Background: an optimization exercise with open tools, aiming at small area, a short achievable clock period and few clock cycles. Do not read the settings as production practice. In this exercise RTL edits were held to simulation tests only and were not proved equivalent to the original. Power is estimated from default activity; no workload was simulated.

==> flow/design.v, too long to show whole: its modules and the start of the top module <==
// module wallet_add32: 36 lines
// module coin_wallet: 6926 lines
module coin_wallet(clk, rst, in_valid, in_ready, in_data, out_valid, out_ready, out_data, out_last, coin_edge, ms_tick, restore_valid, restore_bal, restore_cnt, bal, cnt, zind, save_req);
  // ...
==> flow/run.sh <==
#!/bin/bash
# synth_recipe.tcl (not shown) runs the flow's synth.tcl, then flattens the netlist and writes it again
# the make line also repeats each setting of config.mk as NAME=value (left out here)
make -C /OpenROAD-flow-scripts/flow DESIGN_CONFIG=/design/flow/config.mk WORK_HOME=/design/flow/orfs CLKGATE_MAP_FILE= SYNTH_SCRIPT=/design/flow/synth_recipe.tcl finish
==> flow/config.mk <==
export PLATFORM = sky130hd
export DESIGN_NAME = coin_wallet
export DESIGN_NICKNAME = coin_wallet
export VERILOG_FILES = /design/flow/design.v
export SDC_FILE = /design/flow/constraint.sdc
export NUM_CORES = 4
export LEC_CHECK = 0
export ABC_AREA = 1
export CAP_MARGIN = 0
export CORE_MARGIN = 2
export CORE_UTILIZATION = 40
export CTS_BUF_LIST = sky130_fd_sc_hd__clkbuf_8
export SETUP_SLACK_MARGIN = 4.0
export SLEW_MARGIN = 0
==> flow/constraint.sdc <==
create_clock -name core_clock -period 8.0 [get_ports {clk}]
set_input_delay 1.6000 -clock core_clock [delete_from_list [all_inputs] [get_ports {clk}]]
set_output_delay 1.6000 -clock core_clock [all_outputs]
set_load 0.01 [all_outputs]
==> flow_summary.json, run 1 <==
{
  "multi_input_cells": 2180,
  "fin_nets": 3442,
  "critPathBufInv": 1,
  "top_layer": "met4",
  "place_ws_ns": 3.17,
  "synth_top_area_share": 0.273,
  "power_frac_comb": 0.198,
  "ant_nets": 0,
  "drc": 0,
  "synth-simple-area-share": 0.231,
  "syn_area_per_cell_um2": 7.72,
  "p_clk_frac": 0.366,
  "placed_area_um2": 25900,
  "ctsHoldBuffers": 0,
  "total_power_w": 0.00494,
  "diodes": 3,
  "cp_top_family": "simple AND/OR/NAND/NOR gates",
  "grt_pass1_vias": 22500,
  "n_all_inverters": 411,
  "seqPwrFrac": 0.436,
  "grt_max_degree": 69,
  "start_util": 0.403,
  "setup-tns-final_ns": 0,
  "switching_power_w": 0.00155,
  "hold-path-endpoint": "r_nc[2]$_DFFE_PP_",
  "cp_data_arrival_time_ns": 2.38,
  "crit_fanout": 6,
  "outcome": "finished clean",
  "dominant-cell-class": "multi-input combinational cells",
  "firstDrtPassIters": 6,
  "reg_top3": "d_a x39, d_b x39, d_c x39",
  "drive_above_1_share": 0.103,
  "clockBufferDepth": 3,
  "wl_per_cell_um": 20.2,
  "yosysSeqAreaShare": 0.394,
  "top_usage_layer": "met2",
  "seq-power_w": 0.00215
}
Testbench counts, summed over its fixed seeds: cycles 155,004.
==> run 2, diff against run 1 <==
--- a/flow/config.mk
+++ b/flow/config.mk
@@ -11,3 +11,2 @@
 export CORE_UTILIZATION = 40
-export CTS_BUF_LIST = sky130_fd_sc_hd__clkbuf_8
 export SETUP_SLACK_MARGIN = 4.0
==> run 2 against run 1 <==
Via count is 0.91% lower. Count of clock-buffer cells in the layout is 20 lower. Critical endpoint unchanged. Final area is 0.26% lower. Largest cell class unchanged. Still clean on timing, DRC and antenna. Power is 2.8% higher. Clock skew is 0.019 ns lower. Sequential power hardly changed. Critical path depth stayed put.
==> flow_summary.json, run 2 <==
{
  "outcome": "finished clean",
  "grt_max_degree": 69,
  "die_w_um": 247,
  "dp_hpwl_um": 58700,
  "worstMarginPinSlew_ns": 1.12,
  "finalClockSkew_ns": 0.0263,
  "drive_above_1_share": 0.0888,
  "hold_start": "x_nc[1]$_DFFE_PP_",
  "syn_area_per_cell_um2": 7.72,
  "synth_most_common_cell": "nand2_1",
  "ant_nets": 0,
  "rr_endpoint": "bal[31]$_SDFFE_PP0P_",
  "clkSinkCount": 358,
  "vias": 23200,
  "async_flop_share": 0,
  "postSynthCellCount": 3061,
  "final-seq-area_um2": 9340,
  "critPathBufInv": 1,
  "cp_slowest_stage_delay_ns": 0.56,
  "routed_wl_um": 81900,
  "finalCritPeriodShare": 0.495,
  "multi_input_area_um2": 12600,
  "hold-path-endpoint": "r_nc[1]$_DFFE_PP_",
  "cts_root_buf": "clkbuf_16",
  "period_minus_slack_ns": 3.96,
  "synth_top_area_share": 0.273,
  "mostFrequentLayoutCell": "nand2_1",
  "crit_fanout": 6,
  "clockBufferDepth": 3,
  "clk_pin_slew_ns": 0.06,
  "worstPathCellList": "nor4_1, nand4_1, nor2_1, clkdlybuf4s50_1",
  "r2r_cells": 28,
  "cts_tree": "yes",
  "reg2reg_slack_ns": 4.14,
  "hold_viol_final": 0,
  "ios": 156,
  "cp-end-kind": "primary output",
  "r2r_start": "ib[1]$_DFFE_PP_",
  "synthTopCellsByArea": "edfxtp_1, dfxtp_1, nand2_1",
  "start_util": 0.403,
  "final_cell_mix": "nand2_1, inv_1, o21ai_0",
  "slowest_stage": "clkdlybuf4s50_1",
  "grt_pass1_wl_um": 126000,
  "grt_usage": 0.260,
  "firstDrtPassIters": 6,
  "yosysSeqAreaShare": 0.394,
  "crit_path_start_kind": "register",
  "die_y_um": 247,
  "wl_per_cell_um": 20.4,
  "leakagePower_nw": 11.2,
  "power_density_nw_per_um2": 182,
  "synth_edf_count": 215,
  "synth_seq_cells": 358,
  "cts_htree_levels": 2,
  "cp_data_arrival_time_ns": 2.36,
  "syn-num-nets": 3260,
  "final_core_utilization": 0.477,
  "setup_viol": 0,
  "fin_nets": 3410,
  "reg_top3": "d_a x39, d_b x39, d_c x39",
  "coreArea_um2": 58700,
  "antenna_found_initial": 1,
  "drt_first_iter_violations": 2245,
  "core.rowCount": 89,
  "crit_type": "reg -> out",
  "setup-tns-final_ns": 0,
  "ir_drop_v": 0.000197,
  "fmax_ghz": 0.252,
  "cts_made_buffers": 42,
  "fill_cells": 5665,
  "syn_area_um2": 23600,
  "synthDistinctLibCells": 71,
  "grt_overflow": 0,
  "critical_path_depth": 4,
  "slew_headroom": 0.251,
  "cp.required_ns": 6.40,
  "die_area_um2": 61000,
  "synth_ff_type": "edfxtp_1",
  "synth_warnings": 2,
  "port-buffer-count": 155,
  "synth_top_cell_by_area": "edfxtp_1",
  "rsz0062_at_grt": "yes",
  "syn_to_final_growth_pct": 18.4,
  "cp_top_family": "simple AND/OR/NAND/NOR gates",
  "min_path_cells": 0,
  "drc": 0,
  "grt_pass1_vias": 22300,
  "synthTopCellsByCount": "nand2_1, inv_1, o21ai_0",
  "drv_slew": 0,
  "maxCapViolations": 0,
  "min_path_type": "reg -> reg",
  "drt-vias-per-instance": 5.78,
  "place.gp.congestion": 0.960,
  "clock_latency_ns": 0.57
}
-- run 2: cell counts after synthesis --
No cell type changed its count.
-- run 2: logic make-up after synthesis --
logic type	after synthesis	synth area share
and+or+nand+nor	1244	0.231
AOI/OAI and AO/OA	770	0.201
buffers and inverters	523	0.0843
DFF	358	0.394
adders and majority gates	120	0.0718
xor gates and xnor gates	43	0.0159
muxes	3	0.00127
-- run 2: area by class of cell --
| type | count | area share |
|---|---|---|
| multi-input cells | 2180 | 0.450 |
| flip-flops and latches | 358 | 0.334 |
| repair buffers | 218 | 0.0768 |
| inverters | 410 | 0.0556 |
| clock buffers | 59 | 0.0424 |
| well taps | 773 | 0.0346 |
| clock inverters | 18 | 0.00684 |
| repair inverters | 1 | 0.000268 |
| diodes | 2 | 0.000179 |
-- run 2: how the worst max path moves through the flow --
stage,startpoint,end,slack (ns)
after CTS,m_st2$_SDFF_PP0_,bal[31]$_SDFFE_PP0P_,3.97
after global routing,ib[1]$_DFFE_PP_,bal[31]$_SDFFE_PP0P_,3.86
after global placement,s_yn$_SDFF_PP0_,amt_val[30]$_SDFFCE_PP1P_,3.31
final,bal[26]$_SDFFE_PP0P_,zind,4.04
after detailed placement,m_st2$_SDFF_PP0_,bal[31]$_SDFFE_PP0P_,3.17
after floorplan,m_st1$_SDFF_PP0_,amt_val[30]$_SDFFCE_PP1P_,4.10
-- run 2: metrics by stage --
step                cell area [um^2]  std cells  hold WS [ns]  setup slack [ns]  total power, W
floorplan                      23600       3061         0.390              4.10         0.00277
global placement               25900       3904         0.404              3.31         0.00312
finish                         28000       4019         0.418              4.04         0.00508
detailed placement             25900       3904         0.405              3.17         0.00312
CTS                            27500       3997         0.420              3.97         0.00509
global route                   28000       4018         0.423              3.86         0.00529
-- run 2: power breakdown --
group	switching [W]	internal, W	total, W
clock network	0.000792	0.00116	0.00195
logic	0.000597	0.000378	0.000975
registers	0.000115	0.00203	0.00215
-- run 2: layer usage --
metal,global-route usage,part of all wire
met5,0,0
met1,0.362,0.44
met3,0.0333,0.068
met2,0.418,0.46
met4,0.0835,0.032
-- run 2: what timing repair did --
item	CTS	global route
pin swaps	5	18
hold buffers	0	0
gates cloned	2	3
setup endpoints to repair	43	44
gates resized for setup	29	61
setup buffers	14	17
-- run 2: worst reg2reg max path: cells and delay by family, from the launching register on --
kind	cells	cell delay (ns)
simple gates	15	1.23
compound gates	8	1.09
fa+ha+maj	2	0.82
flops	1	0.42
buf+inv	3	0.23
==> run 3, diff against run 2 <==
--- a/flow/config.mk
+++ b/flow/config.mk
@@ -11,2 +11,4 @@
 export CORE_UTILIZATION = 40
+export CTS_CLUSTER_DIAMETER = 100
+export CTS_CLUSTER_SIZE = 30
 export SETUP_SLACK_MARGIN = 4.0
==> run 3 against run 2 <==
Still clean. First-iteration DRC count grew 3.2%. Power shrank 15%. Non-clock buffer count shrank 2. Fmax grew 0.83%. Via count shrank 0.76%. Combinational power is essentially flat. Critical path depth is the same.
==> flow_summary.json, run 3 <==
{
  "min_path_type": "reg -> reg",
  "grt_overflow": 0,
  "min_path_cells": 0,
  "reg_top3": "d_a x39, d_b x39, d_c x39",
  "cp.required_ns": 6.40,
  "mostFrequentLayoutCell": "nand2_1",
  "reg2reg_slack_ns": 4.11,
  "rr_endpoint": "x_len[7]$_SDFFCE_PP1P_",
  "grt_pass1_vias": 21900,
  "cts_made_buffers": 19,
  "r2r_cells": 15,
  "crit_type": "reg -> out",
  "hold_start": "x_nc[2]$_DFFE_PP_",
  "drt_first_iter_violations": 2317,
  "antenna_found_initial": 1,
  "clkSinkCount": 358,
  "die_area_um2": 61000,
  "final_cell_mix": "nand2_1, inv_1, o21ai_0",
  "postSynthCellCount": 3061,
  "wl_per_cell_um": 20.3,
  "slew_headroom": 0.272,
  "drive_above_1_share": 0.0785,
  "fin_nets": 3385,
  "setup-tns-final_ns": 0,
  "synthTopCellsByArea": "edfxtp_1, dfxtp_1, nand2_1",
  "setup_viol": 0,
  "placed_area_um2": 25900,
  "leakagePower_nw": 10.9,
  "cts_htree_levels": 1,
  "clk_pin_slew_ns": 0.12,
  "drt-vias-per-instance": 5.80,
  "syn_to_final_growth_pct": 15.1,
  "cts_tree": "yes",
  "ios": 156,
  "clock_latency_ns": 0.57,
  "maxCapViolations": 0,
  "synth_top_area_share": 0.273,
  "routed_wl_um": 80700,
  "final_area_um2": 27200,
  "ctsHoldBuffers": 0,
  "coreArea_um2": 58700,
  "crit_path_start_kind": "register",
  "synth_top_cell_by_area": "edfxtp_1",
  "r2r_start": "d_a[22]$_DFFE_PP_",
  "core.rowCount": 89,
  "grt_usage": 0.256,
  "async_flop_share": 0,
  "synthTopCellsByCount": "nand2_1, inv_1, o21ai_0",
  "cp-end-kind": "primary output",
  "synth_seq_cells": 358,
  "finalClockSkew_ns": 0.0318,
  "clockBufferDepth": 3,
  "grt_max_degree": 69,
  "drc": 0,
  "cp_data_arrival_time_ns": 2.33,
  "outcome": "finished clean",
  "period_minus_slack_ns": 3.93,
  "synth_warnings": 2,
  "fill_cells": 5743,
  "vias": 23100,
  "rsz0062_at_grt": "yes",
  "crit_fanout": 6,
  "ant_nets": 0,
  "port-buffer-count": 155,
  "synthDistinctLibCells": 71,
  "grt_pass1_wl_um": 124000,
  "syn-num-nets": 3260,
  "finalCritPeriodShare": 0.491,
  "syn_area_per_cell_um2": 7.72,
  "yosysSeqAreaShare": 0.394,
  "worstMarginPinSlew_ns": 1.09,
  "place_ws_ns": 3.17,
  "fin_ws_ns": 4.07,
  "syn_area_um2": 23600,
  "final-seq-area_um2": 9340,
  "place.gp.congestion": 0.960,
  "die_y_um": 247,
  "multi_input_area_um2": 12600,
  "cts_root_buf": "clkbuf_16",
  "fmax_ghz": 0.254,
  "die_w_um": 247,
  "power_density_nw_per_um2": 158,
  "dp_hpwl_um": 58700,
  "synth_ff_type": "edfxtp_1",
  "hold-path-endpoint": "r_nc[2]$_DFFE_PP_",
  "start_util": 0.403,
  "synth_edf_count": 215,
  "drv_slew": 0,
  "firstDrtPassIters": 6,
  "ir_drop_v": 0.000147,
  "hold_viol_final": 0,
  "synth_most_common_cell": "nand2_1"
}
## run 3: cell type report
class | count | share of cell area
diodes | 2 | 0.000184
repair buffers | 216 | 0.0779
flip-flops and latches | 358 | 0.343
repair inverters | 1 | 0.000276
clock buffers | 22 | 0.0179
clock inverters | 11 | 0.00534
multi-input cells | 2180 | 0.462
inverters | 410 | 0.0576
well taps | 773 | 0.0356
## run 3: what timing repair did
action	4_1_cts	5_1_grt
resized for setup	37	51
endpoints found under the setup margin	43	45
pin swaps	9	18
cloned	3	1
buffers inserted	17	13
## run 3: worst max path at each step
stage                                         from                         to  depth (start not counted)
after global routing      amt_val[1]$_SDFFCE_PP1P_       bal[31]$_SDFFE_PP0P_                         28
after global placement             s_yn$_SDFF_PP0_  amt_val[30]$_SDFFCE_PP1P_                         27
after detailed placement          m_st2$_SDFF_PP0_       bal[31]$_SDFFE_PP0P_                         27
after floorplan                   m_st1$_SDFF_PP0_  amt_val[30]$_SDFFCE_PP1P_                         25
after CTS                         m_st2$_SDFF_PP0_       bal[31]$_SDFFE_PP0P_                         27
final                         bal[26]$_SDFFE_PP0P_                       zind                          4
## run 3: cells by family after synthesis
kind of cell | Yosys count | share of synthesized area
flops | 358 | 0.394
mux | 3 | 0.00127
compound gates | 770 | 0.201
buf+inv | 523 | 0.0843
simple gates | 1244 | 0.231
fa+ha+maj | 120 | 0.0718
xor+xnor | 43 | 0.0159
## run 3: per-layer routing
layer	routed length, um	GRT usage	vias to the layer above
met5	0	0	-
met4	2240	0.0700	0
met3	5690	0.0279	126
met2	37300	0.416	1013
met1	35500	0.361	11000
li1	-	-	10900
## run 3: metrics by stage
stage                util  cells  hold WS (ns)  total power [W]
finish              0.463   3973         0.433          0.00429
global placement    0.442   3904         0.404          0.00312
global route        0.463   3972         0.439          0.00450
floorplan               -   3061         0.390          0.00277
CTS                 0.458   3957         0.434          0.00430
detailed placement  0.442   3904         0.405          0.00312
## run 3: critical path: stages, from the launching register on
cell,delay (ns)
dfxtp_1,0.43
nor4_2,0.36
nand4_1,0.23
nor2_1,0.18
clkdlybuf4s50_1,0.56
## run 3: power by group
group | internal (W) | total [W] | switching (W)
Combinational | 0.000379 | 0.000977 | 0.000597
Sequential | 0.00203 | 0.00215 | 0.000114
Clock | 0.000480 | 0.00117 | 0.000692
==> run 4, diff against run 3 <==
--- a/flow/config.mk
+++ b/flow/config.mk
@@ -12,3 +12,3 @@
 export CTS_CLUSTER_DIAMETER = 100
-export CTS_CLUSTER_SIZE = 30
+export CTS_CLUSTER_SIZE = 20
 export SETUP_SLACK_MARGIN = 4.0
==> run 4 against run 3 <==
Sequential power hardly changed. Register-to-register slack barely moved. Largest cell class unchanged. Final cell count increased by 0.18%. Critical path type unchanged. Still clean on timing, DRC and antenna. Highest routed layer unchanged.
==> flow_summary.json, run 4 <==
{
  "synth_top_area_share": 0.273,
  "synth_seq_cells": 358,
  "die_w_um": 247,
  "finalCritPeriodShare": 0.496,
  "postSynthCellCount": 3061,
  "critPathBufInv": 1,
  "seqPwrFrac": 0.495,
  "die_y_um": 247,
  "coreArea_um2": 58700,
  "ctsHoldBuffers": 0,
  "slew_headroom": 0.287,
  "firstDrtPassIters": 6,
  "setup-tns-final_ns": 0,
  "synth_most_common_cell": "nand2_1",
  "outcome": "finished clean",
  "switching_share": 0.315,
  "top_usage_layer": "met2",
  "syn_to_final_growth_pct": 15.3,
  "switching_power_w": 0.00136,
  "synth_ff_type": "edfxtp_1",
  "routed_wl_um": 81000,
  "drc": 0,
  "rsz0062_at_grt": "yes",
  "ios": 156,
  "multi_input_area_um2": 12600,
  "crit_path_start_kind": "register",
  "yosysSeqAreaShare": 0.394,
  "grt_max_degree": 69,
  "final_cell_mix": "nand2_1, inv_1, o21ai_0",
  "hold_start": "x_nc[2]$_DFFE_PP_",
  "ant_nets": 0,
  "clkSinkCount": 358,
  "hold_viol_final": 0,
  "grt_pass1_wl_um": 125000,
  "clk_pin_slew_ns": 0.09,
  "synth_top_cell_by_area": "edfxtp_1",
  "antenna_found_initial": 1,
  "leakagePower_nw": 10.9,
  "crit_fanout": 6,
  "worstMarginPinSlew_ns": 1.07,
  "drt-vias-per-instance": 5.80,
  "cp_data_arrival_time_ns": 2.37,
  "syn_area_per_cell_um2": 7.72,
  "final-seq-area_um2": 9340,
  "p_clk_frac": 0.280,
  "mostFrequentLayoutCell": "nand2_1",
  "drt_first_iter_violations": 2174,
  "synthTopCellsByCount": "nand2_1, inv_1, o21ai_0",
  "die_area_um2": 61000,
  "grt_overflow": 0,
  "synth_warnings": 2,
  "fmax_ghz": 0.252,
  "r2r_start": "d_b[11]$_SDFFCE_PN0P_",
  "power_density_nw_per_um2": 159,
  "async_flop_share": 0,
  "placed_area_um2": 25900,
  "final_area_um2": 27200,
  "grt.met3_usage": 0.0291,
  "finalClockSkew_ns": 0.0201,
  "min_path_type": "reg -> reg",
  "clockBufferDepth": 3,
  "power_frac_comb": 0.225,
  "cts_tree": "yes",
  "fin_nets": 3390,
  "dp_hpwl_um": 58700,
  "synthDistinctLibCells": 71,
  "synth_edf_count": 215,
  "crit_type": "reg -> out",
  "cp_top_family": "simple AND/OR/NAND/NOR gates",
  "use_met1": 0.362,
  "start_util": 0.403,
  "cp_slowest_stage_delay_ns": 0.57,
  "wl_per_cell_um": 20.4,
  "drv_slew": 0,
  "vias": 23100,
  "cp.required_ns": 6.40,
  "maxCapViolations": 0,
  "grt_pass1_vias": 22000,
  "setup_viol": 0,
  "cp-end-kind": "primary output",
  "slowest_stage": "clkdlybuf4s50_1",
  "place.gp.congestion": 0.960,
  "internal_power_w": 0.00297,
  "worstPathCellList": "nor4_1, nand4_1, nor2_1, clkdlybuf4s50_1",
  "fill_cells": 5731,
  "place_ws_ns": 3.17,
  "cts_root_buf": "clkbuf_16",
  "fin_ws_ns": 4.03,
  "cts_made_buffers": 22,
  "drive_above_1_share": 0.0783,
  "reg_top3": "d_a x39, d_b x39, d_c x39",
  "port-buffer-count": 155,
  "syn-num-nets": 3260,
  "use_met2": 0.416,
  "grt_usage": 0.257,
  "period_minus_slack_ns": 3.97,
  "core.rowCount": 89,
  "synthTopCellsByArea": "edfxtp_1, dfxtp_1, nand2_1",
  "cts_htree_levels": 1,
  "clock_latency_ns": 0.55,
  "crit_start": "bal[26]$_SDFFE_PP0P_",
  "ir_drop_v": 0.000148,
  "syn_area_um2": 23600
}
-- run 4: worst paths after layout --
| check | end | slack, ns | cells past startpoint |
|---|---|---|---|
| min | r_nc[2]$_DFFE_PP_ | 0.42 | 0 |
| max | zind | 4.03 | 4 |
| max reg2reg | x_len[7]$_SDFFCE_PP1P_ | 4.11 | 26 |
| min reg2reg | r_nc[2]$_DFFE_PP_ | 0.42 | 0 |
-- run 4: repair_timing --
| item | CTS | global route |
|---|---|---|
| gates resized for setup | 29 | 58 |
| pin swaps | 5 | 19 |
| buffers inserted | 12 | 20 |
| setup endpoints to repair | 43 | 42 |
| cloned | 2 | 2 |
-- run 4: cell type report --
cell class	instances	area share
antenna	2	0.000184
clock buffer	36	0.0237
clock inverter	2	0.000735
inverter	410	0.0571
multi-input combinational	2180	0.461
sequential	358	0.343
tap	773	0.0355
timing repair buffer	218	0.0785
timing repair inverter	1	0.000276
-- run 4: metrics by stage --
stage / hold WS (ns) / std cells / util / power, W
floorplan: 0.390 / 3061 / - / 0.00277
global placement: 0.404 / 3904 / 0.442 / 0.00312
detailed placement: 0.405 / 3904 / 0.442 / 0.00312
CTS: 0.417 / 3956 / 0.457 / 0.00433
global route: 0.431 / 3979 / 0.464 / 0.00455
finish: 0.421 / 3980 / 0.464 / 0.00433
-- run 4: power groups by stage --
stage / Clock, W / Combinational (W) / Sequential, W
final: 0.00121 / 0.000975 / 0.00215
after global routing: 0.00131 / 0.00108 / 0.00216
after CTS: 0.00124 / 0.000952 / 0.00214
after detailed placement: 0 / 0.000940 / 0.00218
after global placement: 0 / 0.000937 / 0.00218
after floorplan: 0 / 0.000610 / 0.00216
-- run 4: logic make-up after synthesis --
kind of cell,Yosys count,synth area share
AND/OR/NAND/NOR,1244,0.231
multiplexers,3,0.00127
buffers and inverters,523,0.0843
AO/OA/AOI/OAI,770,0.201
XOR/XNOR,43,0.0159
flip-flops,358,0.394
adder cells (fa/ha/maj),120,0.0718
-- run 4: routing by layer --
| layer | vias up | wire, um |
|---|---|---|
| met3 | 149 | 5650 |
| li1 | 10900 | - |
| met4 | 0 | 2290 |
| met2 | 1030 | 37300 |
| met1 | 11000 | 35800 |
| met5 | - | 0 |
==> run 5, diff against run 4 <==
--- a/flow/config.mk
+++ b/flow/config.mk
@@ -10,5 +10,5 @@
 export CORE_MARGIN = 2
-export CORE_UTILIZATION = 40
+export CORE_UTILIZATION = 50
 export CTS_CLUSTER_DIAMETER = 100
-export CTS_CLUSTER_SIZE = 20
+export CTS_CLUSTER_SIZE = 25
 export SETUP_SLACK_MARGIN = 4.0
==> run 5 against run 4 <==
Non-clock buffer count fell by 3. Power fell by 1.8%. Sequential share of layout area rose by 0.43 points. Register-to-register slack got worse by 0.04 ns. Combinational power fell by 0.4%. Wire length fell by 1.7%. Sequential power barely moved. Count of clock-buffer cells in the layout fell by 6.
==> flow_summary.json, run 5 <==
{
  "syn-num-nets": 3260,
  "synth_top_cell_by_area": "edfxtp_1",
  "clockBufferDepth": 3,
  "reg_top3": "d_a x39, d_b x39, d_c x39",
  "synth_top_area_share": 0.273,
  "multi_input_area_um2": 12600,
  "core.rowCount": 79,
  "clkSinkCount": 358,
  "grt_pass1_vias": 22100,
  "grt_usage": 0.313,
  "cts_tree": "yes",
  "vias": 23300,
  "leakagePower_nw": 10.8,
  "die_w_um": 221,
  "ctsHoldBuffers": 0,
  "synth_fa_ha_area_frac": 0.0718,
  "synth_xor_area_frac": 0.0159,
  "synth_most_common_cell": "nand2_1",
  "crit_fanout": 14,
  "async_flop_share": 0,
  "synth_warnings": 2,
  "finalCritPeriodShare": 0.492,
  "synth_edf_count": 215,
  "placed_area_um2": 25700,
  "drt-vias-per-instance": 6.12,
  "synth_seq_cells": 358,
  "period_minus_slack_ns": 3.93,
  "final_cell_mix": "nand2_1, inv_1, o21ai_0",
  "cts_made_buffers": 19,
  "drt_first_iter_violations": 2458,
  "total_power_w": 0.00425,
  "min_path_type": "reg -> reg",
  "fill_cells": 4333,
  "drv_slew": 0,
  "maxCapViolations": 0,
  "worstMarginPinSlew_ns": 1.07,
  "hold_viol_final": 0,
  "yosysSeqAreaShare": 0.394,
  "firstDrtPassIters": 6,
  "syn_area_um2": 23600,
  "grt_overflow": 0,
  "mostFrequentLayoutCell": "nand2_1",
  "postSynthCellCount": 3061,
  "drive_above_1_share": 0.0781,
  "synth_ff_type": "edfxtp_1",
  "routed_wl_um": 79700,
  "syn_area_per_cell_um2": 7.72,
  "antenna_found_initial": 0,
  "die_area_um2": 49000,
  "syn_to_final_growth_pct": 13.8,
  "final_cells": 3807,
  "diodes": 0,
  "fin_ws_ns": 4.07,
  "cts_htree_levels": 1,
  "ir_drop_v": 0.000161,
  "setup-tns-final_ns": 0,
  "final_area_um2": 26900,
  "drc": 0,
  "fin_nets": 3387,
  "grt_max_degree": 128,
  "cp_slowest_stage_delay_ns": 0.53,
  "synth-simple-area-share": 0.231,
  "dpl.cell_count": 3735,
  "die_y_um": 221,
  "coreArea_um2": 46600,
  "clk_pin_slew_ns": 0.10,
  "fmax_ghz": 0.254,
  "synthDistinctLibCells": 71,
  "place_ws_ns": 2.88,
  "crit_type": "reg -> reg",
  "synthTopCellsByCount": "nand2_1, inv_1, o21ai_0",
  "cp-end-kind": "register",
  "synthTopCellsByArea": "edfxtp_1, dfxtp_1, nand2_1",
  "crit_path_start_kind": "register",
  "rsz0062_at_grt": "yes",
  "start_util": 0.508,
  "synth_top_family_by_area": "simple AND/OR/NAND/NOR gates",
  "synth_compound_area_frac": 0.201,
  "final-seq-area_um2": 9340,
  "clock_latency_ns": 0.56,
  "cp_data_arrival_time_ns": 4.42,
  "outcome": "finished clean",
  "slew_headroom": 0.288,
  "wl_per_cell_um": 20.9,
  "cp.required_ns": 8.49,
  "port-buffer-count": 155,
  "dp_hpwl_um": 57600,
  "setup_viol": 0,
  "ios": 156,
  "power_density_nw_per_um2": 158,
  "place.gp.congestion": 0.973,
  "ant_nets": 0,
  "finalClockSkew_ns": 0.0294,
  "slowest_stage": "fa_2",
  "grt_pass1_wl_um": 125000,
  "cts_root_buf": "clkbuf_16",
  "yosys-mux-area-fraction": 0.00127
}
-- run 5: cell counts after synthesis --
No cell type changed its count.
-- run 5: where the power goes --
group	switching, W	leakage [nW]	internal (W)	total, W
clock network	0.000644	0.285	0.000491	0.00113
logic	0.000591	7.32	0.000380	0.000971
registers	0.000115	3.19	0.00203	0.00215
-- run 5: layer usage --
layer,vias up,global-route usage,part of all wire
li1,10900,-,-
met1,11200,0.446,0.44
met2,1085,0.498,0.46
met3,147,0.0412,0.082
met4,0,0.0953,0.026
met5,-,0,0
-- run 5: final timing paths --
path,from,to,slack [ns],cells past startpoint
worst max register to register,m_st1$_SDFF_PP0_,bal[31]$_SDFFE_PP0P_,4.07,25
worst min-delay path,x_changed$_DFFE_PP_,r_changed$_DFFE_PP_,0.43,0
worst max-delay path,m_st1$_SDFF_PP0_,bal[31]$_SDFFE_PP0P_,4.07,25
worst min register to register,x_changed$_DFFE_PP_,r_changed$_DFFE_PP_,0.43,0
-- run 5: logic make-up (layout without fill, tap and decap cells) --
| kind of cell | Yosys count | count (layout) |
|---|---|---|
| AND/OR/NAND/NOR | 1244 | 1244 |
| AO/OA/AOI/OAI | 770 | 770 |
| buffers and inverters | 523 | 662 |
| flip-flops | 358 | 358 |
| adder cells (fa/ha/maj) | 120 | 120 |
| XOR/XNOR | 43 | 43 |
| multiplexers | 3 | 3 |
-- run 5: timing repair --
| action | in CTS | in global routing |
|---|---|---|
| setup endpoints to repair | 75 | 68 |
| gates cloned | 3 | 1 |
| resized for setup | 37 | 52 |
| pin swaps | 4 | 22 |
| setup buffers | 14 | 21 |
-- run 5: area by class of cell --
class	count	share of cell area
repair inverters	4	0.000930
multi-input cells	2180	0.467
clock inverters	3	0.00167
flip-flops and latches	358	0.347
inverters	410	0.0587
clock buffers	30	0.0204
well taps	607	0.0282
repair buffers	215	0.0761
-- run 5: stage by stage --
stage / util / hold slack (ns)
5_1_grt: 0.578 / 0.440
3_3_place_gp: 0.552 / 0.407
3_5_place_dp: 0.552 / 0.405
2_1_floorplan: - / 0.390
6_report: 0.578 / 0.427
4_1_cts: 0.570 / 0.428
-- run 5: critical path, delay by kind of cell (launching register included) --
| family | cells | cell delay (ns) |
|---|---|---|
| AO/OA/AOI/OAI | 8 | 1.21 |
| AND/OR/NAND/NOR | 12 | 1.06 |
| adder cells (fa/ha/maj) | 2 | 0.83 |
| flip-flops | 1 | 0.44 |
| buffers and inverters | 3 | 0.32 |
==> run 6, diff against run 5 <==
--- a/flow/config.mk
+++ b/flow/config.mk
@@ -10,3 +10,3 @@
 export CORE_MARGIN = 2
-export CORE_UTILIZATION = 50
+export CORE_UTILIZATION = 40
 export CTS_CLUSTER_DIAMETER = 100
==> run 6 against run 5 <==
Clock skew about the same. Clock power about the same. Sequential cell count unchanged. Count of clock-buffer cells in the layout decreased by 1. Via count decreased by 1.4%. Die area increased by 25%. Final area increased by 0.90%. Fmax about the same. Critical path type is now reg -> out. Critical endpoint is now zind. Largest power group unchanged.
==> flow_summary.json, run 6 <==
{
  "die_w_um": 247,
  "final_area_um2": 27100,
  "fill_cells": 5746,
  "grt_pass1_vias": 22000,
  "drive_above_1_share": 0.0770,
  "fin_nets": 3382,
  "clock_latency_ns": 0.56,
  "grt_max_degree": 69,
  "synthTopCellsByCount": "nand2_1, inv_1, o21ai_0",
  "drt-vias-per-instance": 5.78,
  "firstDrtPassIters": 5,
  "total_power_w": 0.00428,
  "leakagePower_nw": 10.9,
  "setup-tns-final_ns": 0,
  "ios": 156,
  "finalCritPeriodShare": 0.492,
  "rsz0062_at_grt": "yes",
  "clockBufferDepth": 3,
  "switching_power_w": 0.00136,
  "cp_data_arrival_time_ns": 2.33,
  "min_path_type": "reg -> reg",
  "cts_htree_levels": 1,
  "cts_made_buffers": 19,
  "switching_share": 0.318,
  "routed_wl_um": 80800,
  "crit_fanout": 6,
  "wl_per_cell_um": 20.4,
  "synth_warnings": 2,
  "outcome": "finished clean",
  "power_frac_comb": 0.228,
  "place.gp.congestion": 0.960,
  "yosysSeqAreaShare": 0.394,
  "final_cell_mix": "nand2_1, inv_1, o21ai_0",
  "start_util": 0.403,
  "placed_area_um2": 25900,
  "antenna_found_initial": 1,
  "grt_usage": 0.257,
  "postSynthCellCount": 3061,
  "slew_headroom": 0.284,
  "coreArea_um2": 58700,
  "seqPwrFrac": 0.502,
  "syn_area_um2": 23600,
  "vias": 23000,
  "synth_top_cell_by_area": "edfxtp_1",
  "r2r_start": "ib[1]$_DFFE_PP_",
  "crit_type": "reg -> out",
  "die_area_um2": 61000,
  "power_density_nw_per_um2": 157,
  "ant_nets": 0,
  "synth_top_area_share": 0.273,
  "dp_hpwl_um": 58700,
  "dpl.cell_count": 3904,
  "crit_start": "bal[26]$_SDFFE_PP0P_",
  "cts_root_buf": "clkbuf_16",
  "cp.required_ns": 6.40,
  "hold-path-endpoint": "r_nc[1]$_DFFE_PP_",
  "reg_top3": "d_a x39, d_b x39, d_c x39",
  "cp-end-kind": "primary output",
  "fmax_ghz": 0.254,
  "p_clk_frac": 0.270,
  "clkSinkCount": 358,
  "final_cells": 3970,
  "hold_viol_final": 0,
  "synth_seq_cells": 358,
  "whs_ns": 0.418,
  "syn_area_per_cell_um2": 7.72,
  "finalClockSkew_ns": 0.0291,
  "mostFrequentLayoutCell": "nand2_1",
  "period_minus_slack_ns": 3.93,
  "clk_pin_slew_ns": 0.11,
  "min_path_cells": 0,
  "grt_overflow": 0,
  "worstMarginPinSlew_ns": 1.07,
  "drc": 0,
  "crit_path_start_kind": "register",
  "setup_viol": 0,
  "synth_edf_count": 215,
  "internal_power_w": 0.00291,
  "syn_to_final_growth_pct": 14.9,
  "drv_slew": 0,
  "cts_tree": "yes",
  "synth_most_common_cell": "nand2_1",
  "maxCapViolations": 0,
  "drt_first_iter_violations": 2213,
  "synth_ff_type": "edfxtp_1",
  "port-buffer-count": 155,
  "syn-num-nets": 3260,
  "rr_endpoint": "bal[31]$_SDFFE_PP0P_",
  "grt_pass1_wl_um": 125000,
  "hold_start": "x_nc[1]$_DFFE_PP_",
  "core.rowCount": 89,
  "reg2reg_slack_ns": 4.14,
  "r2r_cells": 28,
  "die_y_um": 247,
  "ir_drop_v": 0.000149,
  "synthTopCellsByArea": "edfxtp_1, dfxtp_1, nand2_1",
  "async_flop_share": 0,
  "synthDistinctLibCells": 71
}
## run 6: layer usage
layer,part of all wire,track usage,vias to the layer above
li1,-,-,10900
met1,0.44,0.362,10900
met2,0.46,0.415,988
met3,0.070,0.0270,145
met4,0.032,0.0741,0
met5,0,0,-
## run 6: layout make-up
type	instances	area, um^2	share of cell area
antenna	2	5.00	0.000184
clock buffer	29	566	0.0208
clock inverter	4	38.8	0.00143
inverter	410	1560	0.0576
multi-input combinational	2180	12600	0.463
sequential	358	9340	0.344
tap	773	967	0.0356
timing repair buffer	213	2100	0.0772
timing repair inverter	1	7.51	0.000277
## run 6: power by group through the flow
| stage | combinational (W) | clock, W | sequential (W) |
|---|---|---|---|
| after floorplan | 0.000610 | 0 | 0.00216 |
| after global placement | 0.000937 | 0 | 0.00218 |
| after detailed placement | 0.000940 | 0 | 0.00218 |
| after CTS | 0.000951 | 0.00118 | 0.00214 |
| after global routing | 0.00108 | 0.00124 | 0.00216 |
| final | 0.000976 | 0.00115 | 0.00215 |
## run 6: stage by stage
step	utilization	worst slack, ns
after floorplan	-	4.10
after global placement	0.442	3.31
after detailed placement	0.442	3.17
after CTS	0.457	3.95
after global routing	0.463	3.87
final	0.463	4.07
## run 6: how the worst max path moves through the flow
stage / to / slack, ns / cells after the start
floorplan: amt_val[30]$_SDFFCE_PP1P_ / 4.10 / 25
global placement: amt_val[30]$_SDFFCE_PP1P_ / 3.31 / 27
detailed placement: bal[31]$_SDFFE_PP0P_ / 3.17 / 27
CTS: bal[31]$_SDFFE_PP0P_ / 3.95 / 27
global route: bal[31]$_SDFFE_PP0P_ / 3.87 / 28
finish: zind / 4.07 / 4
## run 6: critical path: stages (launching register included)
cell	delay, ns
dfxtp_1	0.43
nor4_2	0.36
nand4_1	0.22
nor2_1	0.19
clkdlybuf4s50_1	0.57
## run 6: cell families after synthesis
logic type | share of synthesized area
and+or+nand+nor | 0.231
AOI/OAI and AO/OA | 0.201
buffers and inverters | 0.0843
DFF | 0.394
adders and majority gates | 0.0718
xor gates and xnor gates | 0.0159
muxes | 0.00127
## run 6: what timing repair did
action	in CTS	in global routing
gates resized for setup	32	58
buffers inserted	11	16
endpoints found under the setup margin	42	46
pin swaps	4	17
gates cloned	3	1
hold buffers	0	0
==> run 7, diff against run 6 <==
--- a/flow/config.mk
+++ b/flow/config.mk
@@ -13,3 +13,3 @@
 export CTS_CLUSTER_SIZE = 25
-export SETUP_SLACK_MARGIN = 4.0
+export SETUP_SLACK_MARGIN = 4.1
 export SLEW_MARGIN = 0
==> run 7 against run 6 <==
Sequential cell count unchanged. Wire length up 0.14%. Clock power rose by 3%. Largest power group unchanged. Still clean. Sequential power hardly changed. Non-clock buffer count rose by 8. Critical path type is now reg -> reg. Global-route usage up 0.11 points.
==> flow_summary.json, run 7 <==
{
  "period_minus_slack_ns": 3.87,
  "synth_fa_ha_area_frac": 0.0718,
  "crit_path_start_kind": "register",
  "ir_drop_v": 0.000130,
  "syn_to_final_growth_pct": 15.9,
  "synth_ff_type": "edfxtp_1",
  "slowest_stage": "fa_1",
  "power_density_nw_per_um2": 158,
  "cts_made_buffers": 20,
  "cts_root_buf": "clkbuf_16",
  "setup-tns-final_ns": 0,
  "mostFrequentLayoutCell": "nand2_1",
  "leakagePower_nw": 10.9,
  "placed_area_um2": 25900,
  "cts_htree_levels": 1,
  "place.gp.congestion": 0.981,
  "drt-vias-per-instance": 5.83,
  "r2r_start": "d_b[15]$_SDFFCE_PN0P_",
  "final_cell_mix": "nand2_1, inv_1, o21ai_0",
  "firstDrtPassIters": 5,
  "setup_viol": 0,
  "die_area_um2": 61000,
  "finalClockSkew_ns": 0.0332,
  "drt_first_iter_violations": 2353,
  "clock_latency_ns": 0.58,
  "whs_ns": 0.423,
  "fin_nets": 3391,
  "rsz0062_at_grt": "yes",
  "synth_top_family_by_area": "simple AND/OR/NAND/NOR gates",
  "clkSinkCount": 358,
  "synthTopCellsByCount": "nand2_1, inv_1, o21ai_0",
  "drv_slew": 0,
  "worstPathCellList": "inv_2, nand2_1, nor2_1, o21ai_0, inv_1, nand2_2, nor4_4, buf_4, o31ai_2, nand2_1, nand2_2, nand2_2, o21ai_2, fa_1, ha_4, nand2_2, a31o_4, ha_4, nor2_4, o21bai_4, nand2_2, xnor2_1",
  "die_w_um": 247,
  "worstMarginPinSlew_ns": 1.04,
  "crit_fanout": 4,
  "postSynthCellCount": 3061,
  "dp_hpwl_um": 58500,
  "synth-simple-area-share": 0.231,
  "slew_headroom": 0.307,
  "final_area_um2": 27400,
  "reg_top3": "d_a x39, d_b x39, d_c x39",
  "wl_per_cell_um": 20.3,
  "outcome": "finished clean",
  "synthTopCellsByArea": "edfxtp_1, dfxtp_1, nand2_1",
  "port-buffer-count": 155,
  "vias": 23200,
  "path_common_cell": "nand2_2",
  "grt_max_degree": 69,
  "syn_area_um2": 23600,
  "diodes": 0,
  "synth_compound_area_frac": 0.201,
  "cp_slowest_stage_delay_ns": 0.54,
  "clk_pin_slew_ns": 0.10,
  "crit_type": "reg -> reg",
  "cp.required_ns": 8.32,
  "antenna_found_initial": 0,
  "fmax_ghz": 0.258,
  "synth_warnings": 2,
  "cp-end-kind": "register",
  "finalCritPeriodShare": 0.484,
  "routed_wl_um": 80900,
  "cp_data_arrival_time_ns": 4.20,
  "grt_usage": 0.258,
  "crit_start": "d_b[15]$_SDFFCE_PN0P_",
  "min_path_type": "reg -> reg",
  "core.rowCount": 89,
  "synth_seq_cells": 358,
  "ios": 156,
  "syn-num-nets": 3260,
  "grt_pass1_wl_um": 126000,
  "synth_top_area_share": 0.273,
  "async_flop_share": 0,
  "coreArea_um2": 58700,
  "hold_viol_final": 0,
  "synth_edf_count": 215,
  "cts_tree": "yes",
  "start_util": 0.403,
  "grt_overflow": 0,
  "ant_nets": 0,
  "fin_ws_ns": 4.13,
  "yosys-mux-area-fraction": 0.00127,
  "place_ws_ns": 3.18,
  "die_y_um": 247,
  "grt_pass1_vias": 22100,
  "hold_start": "x_ok$_DFFE_PP_",
  "synth_top_cell_by_area": "edfxtp_1",
  "clockBufferDepth": 3,
  "syn_area_per_cell_um2": 7.72,
  "drive_above_1_share": 0.0898,
  "drc": 0,
  "synthDistinctLibCells": 71,
  "synth_most_common_cell": "nand2_1",
  "synth_xor_area_frac": 0.0159,
  "yosysSeqAreaShare": 0.394,
  "maxCapViolations": 0
}
-- run 7: cell counts after synthesis --
Identical to the previous run, type by type.
-- run 7: worst max-delay path: cells and delay by family (launching register included) --
| family | cells | cell delay [ns] |
|---|---|---|
| simple gates | 10 | 0.90 |
| buf+inv | 3 | 0.40 |
| compound gates | 5 | 0.64 |
| fa+ha+maj | 3 | 1.12 |
| xor+xnor | 1 | 0.12 |
| flops | 1 | 0.44 |
-- run 7: worst paths after layout --
path | cells after the start | endpoint | slack [ns]
max reg2reg | 22 | x_len[7]$_SDFFCE_PP1P_ | 4.13
min reg2reg | 0 | r_ok$_DFFE_PP_ | 0.42
min | 0 | r_ok$_DFFE_PP_ | 0.42
max | 22 | x_len[7]$_SDFFCE_PP1P_ | 4.13
-- run 7: logic make-up after synthesis --
group,count (synthesis)
and+or+nand+nor,1244
AOI/OAI and AO/OA,770
buffers and inverters,523
DFF,358
adders and majority gates,120
xor gates and xnor gates,43
muxes,3
-- run 7: report_power, final --
group / internal [W] / switching (W)
Sequential: 0.00203 / 0.000119
Combinational: 0.000382 / 0.000598
Clock: 0.000515 / 0.000680
Total: 0.00293 / 0.00140
-- run 7: timing repair --
action	CTS	global route
setup buffers	21	15
cloned	3	1
hold buffers	0	0
resized for setup	49	75
setup endpoints to repair	60	93
endpoints found under the hold margin	0	0
pin swaps	10	29
-- run 7: per-layer routing --
layer	track usage	share of wire	vias up
met1	0.360	0.44	11100
met3	0.0298	0.066	138
li1	-	-	10900
met4	0.0691	0.026	0
met2	0.421	0.47	1014
met5	0	0	-
-- run 7: cell type report --
cell class	count	area (um^2)
Fill cell	5745	31300
Multi-Input combinational cell	2180	12700
Sequential cell	358	9340
Timing Repair Buffer	221	2150
Inverter	410	1570
Tap cell	773	967
Clock buffer	28	562
Clock inverter	8	85.1
Timing Repair inverter	1	7.51
-- run 7: stage by stage --
stage | util | power [W] | instances
6_report | 0.467 | 0.00433 | 3979
3_5_place_dp | 0.442 | 0.00313 | 3903
5_1_grt | 0.467 | 0.00453 | 3979
3_3_place_gp | 0.442 | 0.00312 | 3903
2_1_floorplan | - | 0.00277 | 3061
4_1_cts | 0.460 | 0.00433 | 3963

afterwards: timing with drivers on the ports:
Ports are ideal in the flow. The routed layouts listed here were re-timed in OpenROAD.
Step 1: set_driving_cell puts a clkbuf_16 on clk and a buf_2 on each other input, an assumption about the parent block.
Step 2 adds t to the input delays and takes it off the output delays; t is the mean of the earliest and latest rising clock arrival at the registers after step 1. Input paths then give back, and output paths get back, about the clock's delay inside the block.
a / b / c = ideal ports / drivers / drivers and shift; a / b = the first two.
run	t, ns	setup WS [ns]	worst setup path after step 2	latest minus earliest clock arrival (ns)
run 1	0.688	4.020 / 3.961 / 3.575	input to register	0.045 / 0.045
run 2	0.617	4.038 / 3.979 / 3.608	input to register	0.029 / 0.029
run 3	0.615	4.071 / 4.007 / 3.601	input to register	0.033 / 0.033
run 4	0.611	4.031 / 3.969 / 3.623	input to register	0.031 / 0.031
run 5	0.613	4.067 / 4.028 / 3.594	input to register	0.030 / 0.029
run 6	0.611	4.067 / 4.004 / 3.605	input to register	0.030 / 0.030
run 7	0.621	4.129 / 4.127 / 3.743	input to register	0.038 / 0.038
After both steps every run listed still meets setup and hold. The setup slack of run 5, which loses most, moves by -0.039 ns with the drivers and by -0.473 ns with both steps.
